What follows belongs to an exercise in optimizing a design on an open flow for small area; a production flow would make more cautious choices. Function was checked by simulation only, so behaviour that the tests miss may differ from the original.

## run A
// ddscopex_can_codec
module ddscopex_can_codec (
    input  wire        clk,
    input  wire        rst,
    input  wire        ms_tick,
    input  wire        cmd_valid,
    input  wire [15:0] cmd,
    input  wire [31:0] data,
    output wire        cmd_ready,
    output wire        rsp_valid,
    output wire [3:0]  rsp_code,
    output wire [31:0] result,
    output wire        busy,
    output wire        tx_valid,
    output wire [10:0] tx_id,
    output wire        tx_rtr,
    output wire [3:0]  tx_dlc,
    output wire [63:0] tx_data,
    input  wire        tx_ready,
    input  wire        tx_ok,
    input  wire        rx_valid,
    input  wire [10:0] rx_id,
    input  wire        rx_rtr,
    input  wire [3:0]  rx_dlc,
    input  wire [63:0] rx_data,
    output wire        rx_ready
);
==> flow/config.mk <==
export PLATFORM = sky130hd
export DESIGN_NAME = ddscopex_can_codec
export DESIGN_NICKNAME = ddscopex_can_codec
export VERILOG_FILES = /design/flow/design.v
export SDC_FILE = /design/flow/constraint.sdc
export NUM_CORES = 4
export LEC_CHECK = 0
export ABC_AREA = 1
export CAP_MARGIN = 20
export CORE_MARGIN = 2
export CORE_UTILIZATION = 50
export SLEW_MARGIN = 20
==> flow/constraint.sdc <==
create_clock -name core_clock -period 50.0 [get_ports {clk}]
set_input_delay 10.0000 -clock core_clock [delete_from_list [all_inputs] [get_ports {clk}]]
set_output_delay 10.0000 -clock core_clock [all_outputs]
set_load 0.01 [all_outputs]
standard.sh (not shown) runs the stock make flow with config.mk's settings and CLKGATE_MAP_FILE= SYNTH_SCRIPT=/design/flow/synth_recipe.tcl, a recipe that flattens the netlist after the stock synthesis.
==> flow/flow/run.sh <==
#!/bin/bash
# Own layout flow: the standard ORFS flow with
#  - an area-oriented ABC mapping script in place of ORFS's abc_area.script,
#  - adders left to ABC (no ADDER_MAP_FILE full/half-adder cell mapping),
#  - port buffers of the smallest buffer cell,
#  - clock tree synthesis with clkbuf_8 buffers and without dummy loads.
# Registers are the standard synthesis's: only the combinational mapping
# changes. Each ORFS step writes its full log under orfs/logs; make's output
# goes to orfs_make.log.
set -euo pipefail
W=$(pwd)
rm -rf "$W/scripts_area"
cp -r "$FLOW_HOME/scripts" "$W/scripts_area"
cp "$W/flow/abc_area.script" "$W/scripts_area/abc_area.script"
bash "$W/standard.sh" SCRIPTS_DIR="$W/scripts_area" ADDER_MAP_FILE= \
    "BUFFER_PORTS_ARGS=-buffer_cell sky130_fd_sc_hd__buf_1" \
    "CTS_ARGS=-sink_clustering_enable -repair_clock_nets -dont_use_dummy_load -buf_list sky130_fd_sc_hd__clkbuf_8" \
    finish > "$W/orfs_make.log" 2>&1
==> flow/flow/abc_area.script <==
strash
dch -f
amap
strash
dch -f
amap
strash
dch -f
amap
topo
stime -c
Inputs modified between run A and run B:
# run A
export LEC_CHECK = 0
export ABC_AREA = 1
export CAP_MARGIN = 20
export CORE_MARGIN = 2
export CORE_UTILIZATION = 50
export SLEW_MARGIN = 20
create_clock -name core_clock -period 50.0 [get_ports {clk}]
# run B
export LEC_CHECK = 0
export ABC_AREA = 1
export CAP_MARGIN = 0
export CORE_MARGIN = 2
export CORE_UTILIZATION = 60
export SLEW_MARGIN = 0
create_clock -name core_clock -period 50.0 [get_ports {clk}]
--- a/flow/flow/run.sh
+++ b/flow/flow/run.sh
@@ -4,5 +4,6 @@
 #  - adders left to ABC (no ADDER_MAP_FILE full/half-adder cell mapping),
 #  - port buffers of the smallest buffer cell,
-#  - clock tree synthesis with clkbuf_8 buffers and without dummy loads.
+#  - clock tree synthesis with clkbuf_8 buffers, larger sink clusters and
+#    without dummy loads.
 # Registers are the standard synthesis's: only the combinational mapping
 # changes. Each ORFS step writes its full log under orfs/logs; make's output
@@ -15,4 +16,4 @@
 bash "$W/standard.sh" SCRIPTS_DIR="$W/scripts_area" ADDER_MAP_FILE= \
     "BUFFER_PORTS_ARGS=-buffer_cell sky130_fd_sc_hd__buf_1" \
-    "CTS_ARGS=-sink_clustering_enable -repair_clock_nets -dont_use_dummy_load -buf_list sky130_fd_sc_hd__clkbuf_8" \
+    "CTS_ARGS=-sink_clustering_enable -repair_clock_nets -dont_use_dummy_load -buf_list sky130_fd_sc_hd__clkbuf_8 -sink_clustering_size 14 -sink_clustering_max_diameter 100" \
     finish > "$W/orfs_make.log" 2>&1
[summary]
The non-clock buffer count of run B exceeds that of run A by about 0.35%.
Run B vs run A — total number of nets in the final design dropped slightly
Diff run A -> run B: combined global-route utilization of all metal layers rose 6.0 points, data arrival time of the critical path now larger, mean routed wirelength per cell moved down.
Per the comparison of run B with run A, via count of the first global-routing pass went up by 4.3%; met2 routing resource usage after global routing went up by 9.1 points; full die area went down by about 16%; clock-buffer cell count went down by 21.
Measured against each other, run B and run A differ in final instance area, the higher figure coming from run A.
The inputs of run C differ from those of run B as listed below.
# run B
export LEC_CHECK = 0
export ABC_AREA = 1
export CAP_MARGIN = 0
export CORE_MARGIN = 2
export CORE_UTILIZATION = 60
export SLEW_MARGIN = 0
create_clock -name core_clock -period 50.0 [get_ports {clk}]
# run C
export LEC_CHECK = 0
export ABC_AREA = 1
export CAP_MARGIN = 0
export CORE_MARGIN = 2
export CORE_UTILIZATION = 50
export SLEW_MARGIN = 0
create_clock -name core_clock -period 50.0 [get_ports {clk}]
==> flow/flow/abc_area.script <==
strash
dch -f
amap -F 2 -A 8
strash
dch -f
amap -F 2 -A 8
strash
dch -f
amap -F 2 -A 8
topo
stime -c
--- outcome ---
Compared with run B, number of well taps in run C increased by more than 10%. Lower post-synthesis sequential area ratio among run B and run C: run C. After synthesis and placement, the instance count of run C is above that of run B. Run C does worse than run B on area after synthesis. Row largest driver fanout on the critical path: run C higher / run B lower. Final standard cell area without fillers ends up lower on run B.
Input changes introduced in run D (baseline for comparison: run C):
# run C
export LEC_CHECK = 0
export ABC_AREA = 1
export CAP_MARGIN = 0
export CORE_MARGIN = 2
export CORE_UTILIZATION = 50
export SLEW_MARGIN = 0
create_clock -name core_clock -period 50.0 [get_ports {clk}]
# run D
export LEC_CHECK = 0
export ABC_AREA = 1
export CAP_MARGIN = 0
export CORE_MARGIN = 2
export CORE_UTILIZATION = 50
export GPL_TIMING_DRIVEN = 0
export SLEW_MARGIN = 0
create_clock -name core_clock -period 50.0 [get_ports {clk}]
==> flow/flow/abc_area.script <==
strash
dch -f
amap
strash
dch -f
amap
strash
dch -f
amap
topo
stime -c
- Core utilization came out higher on run D than on run C.
- Looking at filler cell count in the final layout across run C and run D, the one that comes out higher is run C.
- A cell with the biggest individual delay on the critical path of sky130_fd_sc_hd__or4_1 is what run D shows, while sky130_fd_sc_hd__or4b_1 belongs to run C.
- Comparing run C with run D, the critical path required time came out essentially unchanged.
- Detailed route, run D vs run C: via total higher for run D
- Summary of the comparison: critical path depth is lower in run D, relative to run C.
- Run D against run C: worst hold slack shrank by 36 ps, routed length on met3 grew by 1300 µm, final cell area excluding filler cells held steady.
- Compared run C against run D.
- Number of global-route vias before repair ends up higher on run C.

re-timing with driven ports:
In the flow no input, the clock included, has a driving cell. The finished layouts below were timed again as built, in two steps. Step 1 (the two cells are an assumption about what drives the block):
set clk [get_ports {clk}]
set_driving_cell -lib_cell sky130_fd_sc_hd__clkbuf_16 $clk
set_driving_cell -lib_cell sky130_fd_sc_hd__buf_2 [delete_from_list [all_inputs] $clk]
Step 2 adds t to the input delays and takes it off the output delays; t is the mean of the earliest and latest rising clock arrival at the registers after step 1. Input paths then give back, and output paths get back, about the clock's delay inside the block. Three values: no drivers, after step 1, after step 2; two values: the first two.
run | t, ns | setup WS [ns] | worst data-port slew with drivers (ns)
run A | 0.589 | 3.923 / 3.947 / 3.358 | 0.07
run B | 0.591 | 3.370 / 3.392 / 2.801 | 0.08
run C | 0.582 | 4.329 / 4.356 / 3.774 | 0.08
run D | 0.602 | 3.641 / 3.661 / 3.059 | 0.07
After both steps every run listed still meets setup and hold. The setup slack of run D, which loses most, moves by +0.020 ns with the drivers and by -0.582 ns with both steps.
